Source: an optimization exercise on an open RTL-to-GDS flow (aim: small area, a short achievable clock period and few clock cycles per item). Production flows keep margins and buffers that such runs may drop. In this exercise RTL edits were held to simulation tests only and were not proved equivalent to the original. No activity file was given, so power comes from the tool's default toggle rates.

File: flow/constraint.sdc
create_clock -name core_clock -period 6.0 [get_ports {clk}]
set_input_delay 1.2000 -clock core_clock [delete_from_list [all_inputs] [get_ports {clk}]]
set_output_delay 1.2000 -clock core_clock [all_outputs]
set_load 0.01 [all_outputs]
File: flow/run.sh
#!/bin/bash
# synth_recipe.tcl (not shown) runs the flow's synth.tcl, then flattens the netlist and writes it again
# the make line also repeats each setting of config.mk as NAME=value (left out here)
make -C /OpenROAD-flow-scripts/flow DESIGN_CONFIG=/design/flow/config.mk WORK_HOME=/design/flow/orfs CLKGATE_MAP_FILE= SYNTH_SCRIPT=/design/flow/synth_recipe.tcl finish
File: flow/design.v
module frame_decoder #(
    parameter MAX_LEN = 64
) (
    input  wire       clk,
    input  wire       rst,
    input  wire       rx_valid,
    output wire       rx_ready,
    input  wire [7:0] rx_data,
    output reg        out_valid,
    input  wire       out_ready,
    output reg  [7:0] out_data,
    output reg  [1:0] out_status,
    output reg        out_last
);
    localparam MAX_SPAN = MAX_LEN + 3;   
    localparam P        = MAX_LEN - 1;   
    localparam R        = P + 2;         
    localparam QA       = 3;             
    localparam QD       = 1 << QA;
    localparam ST_OK      = 2'd0;
    localparam ST_BAD     = 2'd1;
    localparam ST_BAD_CRC = 2'd2;
    function [15:0] crc_step(input [15:0] c, input [7:0] b);
        reg [7:0] x;
        begin
            x = c[15:8] ^ b;
            x = x ^ (x >> 4);
            crc_step = (c << 8) ^ ({8'd0, x} << 12) ^ ({8'd0, x} << 5) ^ {8'd0, x};
        end
    endfunction
    reg        h0;         
    reg [7:0]  d0;
    reg        w_ok;       
    reg        q_ok;       
    reg        hunt;
    reg [6:0]  slen;       
    reg [6:0]  cnt;        
    reg [2:0]  nu;         
    reg [7:0]  u_new;      
    reg [7:0]  u_old;      
    reg [15:0] crc;        
    reg        in_dp;      
    reg [8:0]  ring [0:R-1];   
    reg [6:0]  wl;         
    reg [6:0]  rl;         
    reg [6:0]  live;       
    reg [QD-1:0] q_okf;    
    reg [QA:0]   qw, qr;
    reg        hv;         
    reg [7:0]  hd;
    wire       go      = h0 & w_ok & q_ok;
    wire       z       = (d0 == 8'h00);
    wire       acc     = go & ~hunt;
    wire       is_code = (cnt == 7'd0);
    wire       full    = (slen == MAX_SPAN);
    wire       take    = acc & ~z & ~full;
    wire       emit    = take & (~is_code | (slen != 7'd0));
    wire [7:0] e       = is_code ? 8'h00 : d0;
    wire       nu2     = (nu >= 3'd2);
    wire       dwr     = emit & nu2;
    wire       close   = acc & z & (slen != 7'd0);
    wire       over    = acc & ~z & full;
    wire       bad     = (cnt != 7'd0) | (nu != 3'd6);
    wire       crc_ok  = (crc == {u_new, u_old});
    wire [1:0] verdict = (over | bad) ? ST_BAD : crc_ok ? ST_OK : ST_BAD_CRC;
    wire       mark    = close | over;
    wire       wr      = w_ok & (dwr | mark | ~in_dp);
    wire [8:0] wdata   = dwr  ? {1'b1, u_old} :
                         mark ? {1'b0, 5'd0, 1'b1, verdict} : 9'd0;
    wire [8:0] s       = ring[P];
    wire       s_byte  = s[8];
    wire       s_mark  = ~s[8] & s[2];
    wire       q_ne    = (qw != qr);
    wire       h_ok    = q_okf[qr[QA-1:0]];
    wire       out_free = ~out_valid | out_ready;
    wire       r_at    = (rl == 7'd0) & (live != 7'd0);
    wire       c_byte  = s_byte & (~hv | (q_ne & (~h_ok | out_free)));
    wire       c_mark  = s_mark & q_ne & out_free;
    wire       c_fill  = ~s_byte & ~s[2];
    wire       rd      = r_at & (c_fill | c_byte | c_mark);
    wire       emit_h  = rd & s_byte & hv & h_ok;
    wire       emit_m  = rd & s_mark;
    assign rx_ready = ~h0 | (w_ok & q_ok);
    integer k;
    always @(posedge clk) begin
        ring[0] <= wr ? wdata : ring[R-1];
        for (k = 1; k < R; k = k + 1) ring[k] <= ring[k-1];
    end
    always @(posedge clk) begin
        if (mark) q_okf[qw[QA-1:0]] <= (verdict == ST_OK);
    end
    wire [6:0] wl_n   = wr ? 7'd0 : (wl == R - 1) ? 7'd0 : wl + 1'b1;
    wire [6:0] live_n = live + {6'd0, wr} - {6'd0, rd};
    wire [QA:0] qw_n  = qw + {{QA{1'b0}}, mark};
    wire [QA:0] qr_n  = qr + {{QA{1'b0}}, emit_m};
    always @(posedge clk) begin
        if (rst) begin
            h0    <= 1'b0;
            w_ok  <= 1'b1;
            q_ok  <= 1'b1;
            hunt  <= 1'b1;
            slen  <= 7'd0;
            cnt   <= 7'd0;
            nu    <= 3'd0;
            crc   <= 16'hFFFF;
            in_dp <= 1'b0;
            wl    <= 7'd0;
            rl    <= R - P - 1;
            live  <= 7'd0;
            qw    <= 0;
            qr    <= 0;
            hv    <= 1'b0;
            out_valid <= 1'b0;
        end else begin
            if (rx_ready) begin
                h0 <= rx_valid;
                d0 <= rx_data;
            end
            if (go) begin
                if (hunt) begin
                    if (z) begin
                        hunt <= 1'b0;
                        slen <= 7'd0;
                        cnt  <= 7'd0;
                        nu   <= 3'd0;
                        crc  <= 16'hFFFF;
                    end
                end else if (~z) begin
                    if (full) begin
                        hunt <= 1'b1;
                    end else begin
                        slen <= slen + 1'b1;
                        if (is_code) cnt <= d0[7] ? 7'h7F : (d0[6:0] - 1'b1);
                        else         cnt <= cnt - 1'b1;
                        if (emit) begin
                            if (nu2) crc <= crc_step(crc, u_old);
                            u_old <= u_new;
                            u_new <= e;
                            if (nu != 3'd6) nu <= nu + 1'b1;
                        end
                    end
                end else if (slen != 7'd0) begin
                    hunt <= 1'b1;
                end
            end
            if (dwr)  in_dp <= 1'b1;
            if (mark) in_dp <= 1'b0;
            wl   <= wl_n;
            live <= live_n;
            w_ok <= (wl_n == 7'd0) & (live_n != R);
            qw   <= qw_n;
            q_ok <= ((qw_n - qr_n) != QD);
            rl <= rd ? 7'd0 : (rl == R - 1) ? 7'd0 : rl + 1'b1;
            qr <= qr_n;
            if (out_valid & out_ready) out_valid <= 1'b0;
            if (rd & s_byte) begin
                hv <= 1'b1;
                hd <= s[7:0];
            end
            if (emit_h) begin
                out_valid  <= 1'b1;
                out_data   <= hd;
                out_status <= ST_OK;
                out_last   <= 1'b0;
            end
            if (emit_m) begin
                hv         <= 1'b0;
                out_valid  <= 1'b1;
                out_data   <= hd;
                out_status <= s[1:0];
                out_last   <= 1'b1;
            end
        end
    end
endmodule
File: flow/config.mk
export PLATFORM = sky130hd
export DESIGN_NAME = frame_decoder
export DESIGN_NICKNAME = frame_decoder
export VERILOG_FILES = /design/flow/design.v
export SDC_FILE = /design/flow/constraint.sdc
export NUM_CORES = 4
export LEC_CHECK = 0
export CAP_MARGIN = 20
export CORE_MARGIN = 2
export CORE_UTILIZATION = 40
export PLACE_DENSITY = 0.6
export SLEW_MARGIN = 20
==> run summary <==
## through the flow
step	instance area (um2)	setup slack (ns)	utilization, %	hold slack (ns)
final	20800	1.60	47.2	0.310
after global routing	20800	1.19	47.2	0.326
after CTS	20800	1.58	47.2	0.321
after detailed placement	18800	1.59	42.6	0.312
after global placement	18800	1.65	42.6	0.310
after floorplan	17900	1.56	-	0.310
## Yosys cell counts, drive strengths merged (2+ instances only)
library cell,count
nor2b,11
nor2,78
a32o,2
o21ai,17
or3b,2
edfxtp,51
nand2b,6
inv,29
nor3b,6
and4,2
a211o,3
xnor2,57
a22oi,2
mux2,2
nor4,7
mux2i,18
buf,3
or4,7
a221o,2
and2,17
nor4b,2
xor2,23
clkbuf,18
a31oi,4
nand4,10
a22o,5
o211ai,3
or3,3
o31ai,2
dfxtp,654
nor3,17
a21o,3
a21oi,14
and3,7
nand3b,2
nand3,14
a211oi,8
nand2,37
ha,31
## where the power goes
part / switching (mW) / leakage (nW) / total (mW) / internal, mW
combinational: 0.177 / 1.39 / 0.330 / 0.153
clock: 1.61 / 0.993 / 3.86 / 2.25
sequential: 0.0264 / 5.74 / 4.79 / 4.77
## layout make-up
type | count | area (um2)
inverters | 29 | 109
flip-flops and latches | 705 | 14600
diodes | 1 | 2.50
well taps | 592 | 741
multi-input cells | 438 | 3050
repair buffers | 28 | 265
clock inverters | 23 | 241
fillers | 3869 | 23300
clock buffers | 89 | 1790
## metal layers
layer | vias to the layer above | part of all wire, % | track usage, %
met5 | - | 0 | 0
met4 | 0 | 2.9 | 4.53
met3 | 64 | 4.6 | 2.49
met2 | 130 | 41 | 15.8
met1 | 3777 | 52 | 15.2
li1 | 4091 | - | -
## final timing paths
check | start | cells past startpoint | endpoint | slack (ns)
max | cnt[0]$_SDFFE_PP0P_ | 16 | w_ok$_SDFF_PP1_ | 1.60
min | ring[1][7]$_DFF_P_ | 0 | ring[2][7]$_DFF_P_ | 0.31
min reg2reg | ring[1][7]$_DFF_P_ | 0 | ring[2][7]$_DFF_P_ | 0.31
max reg2reg | cnt[0]$_SDFFE_PP0P_ | 16 | w_ok$_SDFF_PP1_ | 1.60
## flip-flops by register name, summed over array words and instances, names as in the netlist, 7 cells and up
signal and count:
out_data 8, live 7, rl 7, cnt 7, slen 7, d0 8
q_okf 8, ring 585, crc 16, wl 7, u_old 8, u_new 8
hd 8
## cell families (layout without fill, tap and decap cells)
logic type / Yosys count / count (layout) / share of synthesized area (%)
flops: 705 / 705 / 81.8
simple gates: 230 / 230 / 6.48
other cells: 0 / 1 / 0
mux: 20 / 20 / 1.13
buf+inv: 50 / 169 / 1.20
compound gates: 76 / 76 / 3.16
xor+xnor: 80 / 80 / 3.92
fa+ha+maj: 32 / 32 / 2.28
==> metrics.log <==
INFO  metric rsz_0062_raised_after_global_routing = no
INFO  metric yosys_warnings = 2
INFO  metric static-leakage-power = 8.12 nW
INFO  metric cts-root-buf = sky130_fd_sc_hd__clkbuf_16
INFO  metric synthFlopType = sky130_fd_sc_hd__dfxtp_1
INFO  metric worst-endpoint-arrival = 4.87 ns
INFO  metric count_of_cells_resized_by_post_cts_repair = 0
INFO  metric synth_seq_cells = 705
INFO  metric setup_total_negative_slack = 0 ns
INFO  metric core_area = 0.0441 mm2
INFO  metric netlist.top_cell.by_area = sky130_fd_sc_hd__dfxtp_1
INFO  metric timing_hold_violations_final = 0
INFO  metric detailed_routing_iterations_pass_1 = 4
INFO  metric clock_tree.buffer_depth = 3
INFO  metric grt_max_degree = 55
INFO  metric timing.final.max_slew_violations = 0
INFO  metric cpMaxStageDelayCell = sky130_fd_sc_hd__a211oi_4
INFO  metric start_kind = flop
INFO  metric antenna_found_initial = 0
INFO  metric cap_viol_max_count = 0
INFO  metric clkLatencyLatePin = 0.60 ns
INFO  metric place_inst = 1792
INFO  metric finish.net_count = 1306
INFO  metric critical-path-max-stage-delay = 0.61 ns
INFO  metric max_slew_margin = 40.9%
INFO  metric h-tree-depth = 2
INFO  metric avgSynthCellArea = 15.0 um2
INFO  metric setup_viol = 0
INFO  metric design_power_total = 8.98 mW
INFO  metric post_cts_buffers = 0
INFO  metric worst_ep_required_time = 6.47 ns
INFO  metric io_buffers = 24
INFO  metric tritoncts.num_buffers = 60
INFO  metric routed_wire_length_per_instance = 12.8 um
INFO  metric fmax = 227 MHz
INFO  metric cell_chain_critical_path = inv_1 > ha_1 > or3b_2 > or4b_1 > and4_4 > a211oi_4 > ha_1 > inv_1 > ha_1 > fa_1 > a211o_1 > a31oi_1 > o21bai_1 > xnor2_1 > a32o_1 > nand2_1
INFO  metric detail_route.iter0.violations = 457
INFO  metric tritoncts_clock_tree = done
INFO  metric worst_slew_pin_slew = 0.880 ns
INFO  metric ctsHoldBuffers = 0
INFO  metric timing_worst_setup_path_type = flop to flop
INFO  metric commonest_non_fill_non_tap_cells_in_the_layout = 654 x sky130_fd_sc_hd__dfxtp_1, 77 x sky130_fd_sc_hd__nor2_1, 63 x sky130_fd_sc_hd__clkbuf_16
INFO  metric drc_violations = 0
INFO  metric drive_gt1_share = 8.77%
INFO  metric power_density = 431 mW/mm2
INFO  metric synth_seq_area_share = 81.8%
INFO  metric final_cells = 1905
INFO  metric syn_inst_count = 1193
INFO  metric path_common_cell = sky130_fd_sc_hd__ha_1
INFO  metric globalplace.congestion = 0.770
INFO  metric synth.top_cell.area_share = 73.3%
INFO  metric start_util = 40.5%
INFO  metric outcome = no timing/DRC/antenna violations
INFO  metric fp.dieArea = 0.0464 mm2
INFO  metric detail_route.vias_per_cell = 4.23
INFO  metric clkTransAtPathRegs = 0.06 ns
INFO  metric synth.net_count = 1237
INFO  metric floorplan.die.height = 215 um
INFO  metric clock-sinks = 705
INFO  metric post_synth_num_cell_types = 63
INFO  metric final_period_minus_worst_setup_slack = 4.40 ns
INFO  metric most_common_cell_after_layout_fill_and_taps_aside = sky130_fd_sc_hd__dfxtp_1
INFO  metric area_delta_synth_final = 16.5%
INFO  metric final.setup_skew = 0.0251 ns
INFO  metric sum_of_net_half_perimeters_after_detailed_placement = 14100 um
INFO  metric grt_pass1_wl = 40600 um
INFO  metric ir_drop = 0.275 mV
INFO  metric async_reset_ff_share = 0%
INFO  metric num_io_pins = 25
INFO  metric finalWirelength = 24400 um
INFO  metric synth_enable_flop_cells = 51
INFO  metric std_cell_rows = 77
INFO  metric fin_crit_sh = 73.3%
INFO  metric drtAntennaViolNets = 0
INFO  metric worst_hold_path_type = flop to flop
INFO  metric floorplan.die.width = 215 um
INFO  metric critical_path_buf_inv_count = 2
INFO  metric overflow = 0
INFO  metric grt.total_usage = 10.7%
INFO  metric timing.critical_path.fanout_max = 14
INFO  metric crit_path_end_kind = flop
INFO  metric synth_area = 0.0179 mm2
INFO  metric first_global_vias = 8094
INFO  metric yosys-top-cells-area = sky130_fd_sc_hd__dfxtp_1 73%, sky130_fd_sc_hd__edfxtp_1 8.6%, sky130_fd_sc_hd__xnor2_1 2.8%
INFO  metric path_delay_family = compound AO/OA/AOI/OAI gates
INFO  metric detailroute.via_count = 8062
Testbench counts, summed over its fixed seeds: cycles 46,880, frames 1,200.

## port drivers added, routing unchanged
How much do the figures lean on ideal ports? The routed layout below was timed once more, with nothing changed but the port constraints. Step 1: set_driving_cell puts a clkbuf_16 on clk and a buf_2 on each other input, an assumption about the parent block. Step 2 adds t to the input delays and takes it off the output delays; t is the mean of the earliest and latest rising clock arrival at the registers after step 1. Input paths then give back, and output paths get back, about the clock's delay inside the block. Three values: no drivers, after step 1, after step 2; two values: the first two.
t (ns): 0.636
setup WS [ns]: 1.602 / 1.602 / 1.602
worst hold slack (ns): 0.310 / 0.310 / 0.310
latest minus earliest clock arrival (ns): 0.028 / 0.028
cell pins on the clock port's net: 1
After both steps setup and hold are still met in this run. The setup slack of this run moves by 0.000 ns with the drivers and by 0.000 ns with both steps.
